Source: an optimization exercise on an open RTL-to-GDS flow (aim: small area, a short achievable clock period and few clock cycles per item). Production flows keep margins and buffers that such runs may drop.
RTL that was checked went through simulation tests only; none was proved equivalent to the original.

Setup of before:
Design dmac_prog_builder, start of the top module:
module dmac_prog_builder (
    input  wire        clk,
    input  wire        rst,
    input  wire        cmd_valid,
    output wire        cmd_ready,
    input  wire        cmd_zf,          
    input  wire [31:0] cmd_src,
    input  wire [31:0] cmd_dst,
    input  wire [31:0] cmd_size,
    input  wire [2:0]  cmd_bsz,
    input  wire [4:0]  cmd_blen,
    input  wire [2:0]  cmd_ssz,
    input  wire [5:0]  cmd_periph,
    input  wire [1:0]  cmd_kind,        
    input  wire        cmd_cache,
    input  wire        cmd_nonsecure,
    input  wire [31:0] cmd_buf_base,
    input  wire [31:0] cmd_buf_cap,
    output wire        wr_valid,
    input  wire        wr_ready,
    output wire [31:0] wr_addr,
    output wire [7:0]  wr_data,
    output reg         res_valid,
    output wire [1:0]  res_status,      
    output reg  [3:0]  res_cause,
    output wire [31:0] res_length,
    output wire [31:0] res_needed,
    output reg  [3:0]  res_residual
);
Size in the first run: about 2100 cells after synthesis, ~270 flip-flops, roughly 0.018 mm² of cells after synthesis.
Settings: LEC_CHECK=0, CAP_MARGIN=20, CORE_MARGIN=2, CORE_UTILIZATION=40, CTS_BUF_LIST=sky130_fd_sc_hd__clkbuf_8, SETUP_SLACK_MARGIN=5, SLEW_MARGIN=20; clock period 8.0 ns.
run.sh (not shown) runs the stock make flow with config.mk's settings and CLKGATE_MAP_FILE= SYNTH_SCRIPT=/design/flow/synth_recipe.tcl, a recipe that flattens the netlist after the stock synthesis.
For after, these inputs were changed with respect to before:
diff --git a/flow/design.v b/flow/design.v
--- a/flow/design.v
+++ b/flow/design.v
@@ -281,28 +281,28 @@
             r_dst       <= cmd_dst;
             r_bsz       <= cmd_bsz;
             r_blen      <= cmd_blen;
             r_ssz       <= cmd_ssz;
             r_periph    <= cmd_periph[4:0];
             r_per5      <= cmd_periph[5];
             r_kind      <= cmd_kind;
             r_cache     <= cmd_cache;
             r_nonsecure <= cmd_nonsecure;
             room        <= cmd_buf_cap;
             addr        <= cmd_buf_base;
             verr        <= 1'b0;
-            q           <= cmd_zf ? {8'd0, cmd_size[31:8]} : cmd_size;
-            rm          <= cmd_zf ? cmd_size[7:0] : 8'd0;
-            dcnt        <= cmd_zf ? 5'd16 : {3'd0, cmd_bsz[2:1]};
-            ddone       <= cmd_zf;
+            q           <= cmd_size;
+            rm          <= 8'd0;
+            dcnt        <= cmd_zf ? 5'd4 : {3'd0, cmd_bsz[2:1]};
+            ddone       <= 1'b0;
             d3          <= cmd_zf ? 7'd3 : cd1 + {cd1[5:0], 1'b0};
             ip          <= cmd_zf ? I_DAR : I_SAR;
             bi          <= 3'd1;
             dat         <= 8'hBC;
             a_st        <= 1'b0;
             a_l6        <= 1'b0;
             a_l1        <= 1'b0;
             a_last      <= 1'b0;
             a_ccrbl     <= 1'b0;
             ptype       <= P_FULL;
             tph         <= 1'b0;
             off         <= 20'd1;
before -> after: instance area after placement decreased by a few percent. Global-route track usage on met1 for after: 0.29 points up relative to before. Proportion of cell area occupied by multi-input gates came out lower on after than on before. Of the two values seen for worst setup path endpoint, rm[1] was produced by before and wr_valid by after. Number of buffers other than clock buffers in the final layout, after vs before: down by a few percent. On critical path required time: between before and after, it ends up lower for after.
Testbench counts of after, summed over its fixed seeds: cycles 17,742, builds 384.
For before, only the layout was checked, not whether the RTL still works.

========
## v6
dmac_prog_builder, a different RTL version from the one above (not shown whole).
For scale: roughly 2000 cells after synthesis, about 260 flip-flops, ~300 I/O pins.
Settings: LEC_CHECK=0, CAP_MARGIN=20, CORE_MARGIN=2, CORE_UTILIZATION=40, CTS_BUF_LIST=sky130_fd_sc_hd__clkbuf_8, SETUP_SLACK_MARGIN=5, SLEW_MARGIN=20; clock period 8.0 ns.
Testbench counts of v6, summed over its fixed seeds: cycles 17,742, builds 384.
Relative to v6, the following input files were edited for v7:
-- flow/design.v --
<<< v6, line 73
    reg        a_last;           
    reg        a_ccrbl;          
    reg        vld;
    reg [7:0]  dat;
>>> v7, line 73
    reg        a_last;           
    reg        a_ccrbl;          
    reg        a_lp1f;           
    reg        a_lp0f;           
    reg        a_done;           
    reg        vld;
    reg [7:0]  dat;
<<< v6, line 122
    wire [2:0] e_t     = r_zf ? 3'd0 : r_ssz;
    wire [7:0] t_units = rm >> e_t;
    wire       f_nz    = (q[31:16] != 16'd0);
    wire       mid_c   = (q[15:9] != 7'd0) || (q[8] && q[7:0] != 8'd0);
    wire       lo_nz   = (q[15:0] != 16'd0);
    wire [7:0] pp      = {r_periph, 3'b000};
    wire [2:0] body_n  = r_zf ? 3'd3 : (periph ? 3'd7 : 3'd4);
>>> v7, line 125
    wire [2:0] e_t     = r_zf ? 3'd0 : r_ssz;
    wire [7:0] t_units = rm >> e_t;
    reg        f_nz, mid_c, lo_nz, q7_nz, t_nz;
    wire [7:0] pp      = {r_periph, 3'b000};
    wire [2:0] body_n  = r_zf ? 3'd3 : (periph ? 3'd7 : 3'd4);
<<< v6, line 192
            I_BODY: n_ip = I_LPE0;
            I_CCRT: begin
                n_ip = (t_units != 8'd0) ? I_LP0 : I_END;
                n_pt = P_TAIL;
            end
>>> v7, line 193
            I_BODY: n_ip = I_LPE0;
            I_CCRT: begin
                n_ip = t_nz ? I_LP0 : I_END;
                n_pt = P_TAIL;
            end
<<< v6, line 206
                    n_ip = I_LP1; n_pt = P_MID;
                end else if ((ptype == P_FULL || ip == I_CCRB) ? lo_nz :
                             (ptype == P_MID && q[7:0] != 8'd0)) begin
                    n_ip = I_LP0; n_pt = P_LO;
                end else
>>> v7, line 207
                    n_ip = I_LP1; n_pt = P_MID;
                end else if ((ptype == P_FULL || ip == I_CCRB) ? lo_nz :
                             (ptype == P_MID && q7_nz)) begin
                    n_ip = I_LP0; n_pt = P_LO;
                end else
<<< v6, line 224
    wire slot_free = !vld || wr_ready;
    wire stall     = a_ccrbl && !ddone;
    wire can       = run && slot_free && !stall && (ip != I_DONE);
    wire fits      = (room[31:3] != 29'd0) ||
                     (a_l6 ? (room[2:0] == 3'd7) : a_l1 ? (room[2:1] != 2'd0) :
>>> v7, line 225
    wire slot_free = !vld || wr_ready;
    wire stall     = a_ccrbl && !ddone;
    wire can       = run && slot_free && !stall && !a_done;
    wire fits      = (room[31:3] != 29'd0) ||
                     (a_l6 ? (room[2:0] == 3'd7) : a_l1 ? (room[2:1] != 2'd0) :
<<< v6, line 230
    wire ovf_now   = a_st && !fits && !ovf;
    wire wr_now    = !ovf && !ovf_now;
    wire skip      = ovf && (ip == I_LP1) && (bi == 3'd0) && (ptype == P_FULL);
    wire fdec      = (ip == I_LP0) && bi[0] && (ptype == P_FULL);
    wire [5:0] d1  = r_zf ? 6'd1 : (r_bsz[0] ? {r_blen, 1'b0} : {1'b0, r_blen});
    wire [6:0] tt  = {rm[4:0], q[31:30]};
>>> v7, line 231
    wire ovf_now   = a_st && !fits && !ovf;
    wire wr_now    = !ovf && !ovf_now;
    wire skip      = ovf && a_lp1f;
    wire fdec      = a_lp0f;
    wire [5:0] d1  = r_zf ? 6'd1 : (r_bsz[0] ? {r_blen, 1'b0} : {1'b0, r_blen});
    wire [6:0] tt  = {rm[4:0], q[31:30]};
<<< v6, line 266
                run       <= !v_err;
                vld       <= !v_err && fits0;
            end else if (run && ip == I_DONE && slot_free) begin
                run       <= 1'b0;
                res_valid <= 1'b1;
>>> v7, line 267
                run       <= !v_err;
                vld       <= !v_err && fits0;
            end else if (run && a_done && slot_free) begin
                run       <= 1'b0;
                res_valid <= 1'b1;
<<< v6, line 306
            a_last      <= 1'b0;
            a_ccrbl     <= 1'b0;
            ptype       <= P_FULL;
            tph         <= 1'b0;
>>> v7, line 307
            a_last      <= 1'b0;
            a_ccrbl     <= 1'b0;
            a_lp1f      <= 1'b0;
            a_lp0f      <= 1'b0;
            a_done      <= 1'b0;
            ptype       <= P_FULL;
            tph         <= 1'b0;
<<< v6, line 336
                    ptype    <= s_pt;
                    a_l6     <= (s_ip == I_CCRT);
                end else begin
                    off <= off + 20'd1;
>>> v7, line 340
                    ptype    <= s_pt;
                    a_l6     <= (s_ip == I_CCRT);
                    a_lp1f   <= f_2;
                end else begin
                    off <= off + 20'd1;
<<< v6, line 357
                        a_last  <= (n_ip == I_END);
                        a_ccrbl <= 1'b0;
                        if (n_ip == I_CCRT)
                            tph <= 1'b1;
>>> v7, line 362
                        a_last  <= (n_ip == I_END);
                        a_ccrbl <= 1'b0;
                        a_lp1f  <= (n_ip == I_LP1) && (n_pt == P_FULL);
                        a_lp0f  <= 1'b0;
                        a_done  <= (n_ip == I_DONE);
                        if (n_ip == I_CCRT)
                            tph <= 1'b1;
<<< v6, line 366
                        a_last  <= b_last;
                        a_ccrbl <= (ip == I_CCRB) && (bn == 3'd5);
                    end
                end
            end
            if (ip == I_DONE && !ovf)
                room[19:0] <= off;
        end
    end
    always @(posedge clk) begin
>>> v7, line 374
                        a_last  <= b_last;
                        a_ccrbl <= (ip == I_CCRB) && (bn == 3'd5);
                        a_lp1f  <= 1'b0;
                        a_lp0f  <= (ip == I_LP0) && (ptype == P_FULL);
                    end
                end
            end
            if (a_done && !ovf)
                room[19:0] <= off;
        end
    end
    wire        dfix  = dcnt[4] && !ddone;
    wire [15:0] f_src = dfix ? {qtop, q[23:16]} : q[31:16];
    wire [7:0]  t_src = (dfix ? rfix : rm) >> e_t;
    always @(posedge clk) begin
        f_nz  <= (f_src != 16'd0);
        mid_c <= (q[15:9] != 7'd0) || (q[8] && q[7:0] != 8'd0);
        lo_nz <= (q[15:0] != 16'd0);
        q7_nz <= (q[7:0] != 8'd0);
        t_nz  <= (t_src != 8'd0);
    end
    always @(posedge clk) begin
## What came out
v7 completed; timing, DRC and antenna clean. Diff v6 -> v7 | final core utilization | increase of 0.44 points. Against v6, number of resized instances in the post-cts repair step in v7 fell by a few percent. Diff v6 -> v7 | setup slack | decrease of 0.20 ns. Against v6, routed wire length in v7 came out worse. v7 vs v6 — critical path depth rose 1. When the final numbers for v6 and v7 were put side by side, the starting utilization of the core area turned out to be greater in v7.
Function not checked in v7: the RTL went through the layout flow alone.

-- port drivers added, routing unchanged --
In the flow no input, the clock included, has a driving cell. The finished layouts below were timed again as built, in two steps. Step 1 sets driving cells, clkbuf_16 on the clock port and buf_2 on the other inputs (assumed; they add their load-dependent delay and slew). Step 2 moves the port delays by t, midway between the first and last clock arrival at a register: inputs arrive t later, outputs are due t later. That takes back most of the time a late clock gives input paths. a / b / c = ideal / step 1 / step 2; a / b = the first two.
run	shift t [ns]	setup WS [ns]	worst register clock-pin slew, ns	worst data-port slew with drivers (ns)
before	0.690	4.915 / 4.887 / 4.377	0.07 / 0.07	0.10
after	0.671	5.045 / 4.992 / 4.389	0.06 / 0.06	0.09
v6	0.673	4.917 / 4.917 / 4.368	0.07 / 0.07	0.08
v7	0.700	4.717 / 4.717 / 4.197	0.06 / 0.06	0.11
After both steps setup and hold are still met in every run listed. The setup slack of after, which loses most, moves by -0.053 ns with the drivers and by -0.656 ns with both steps.
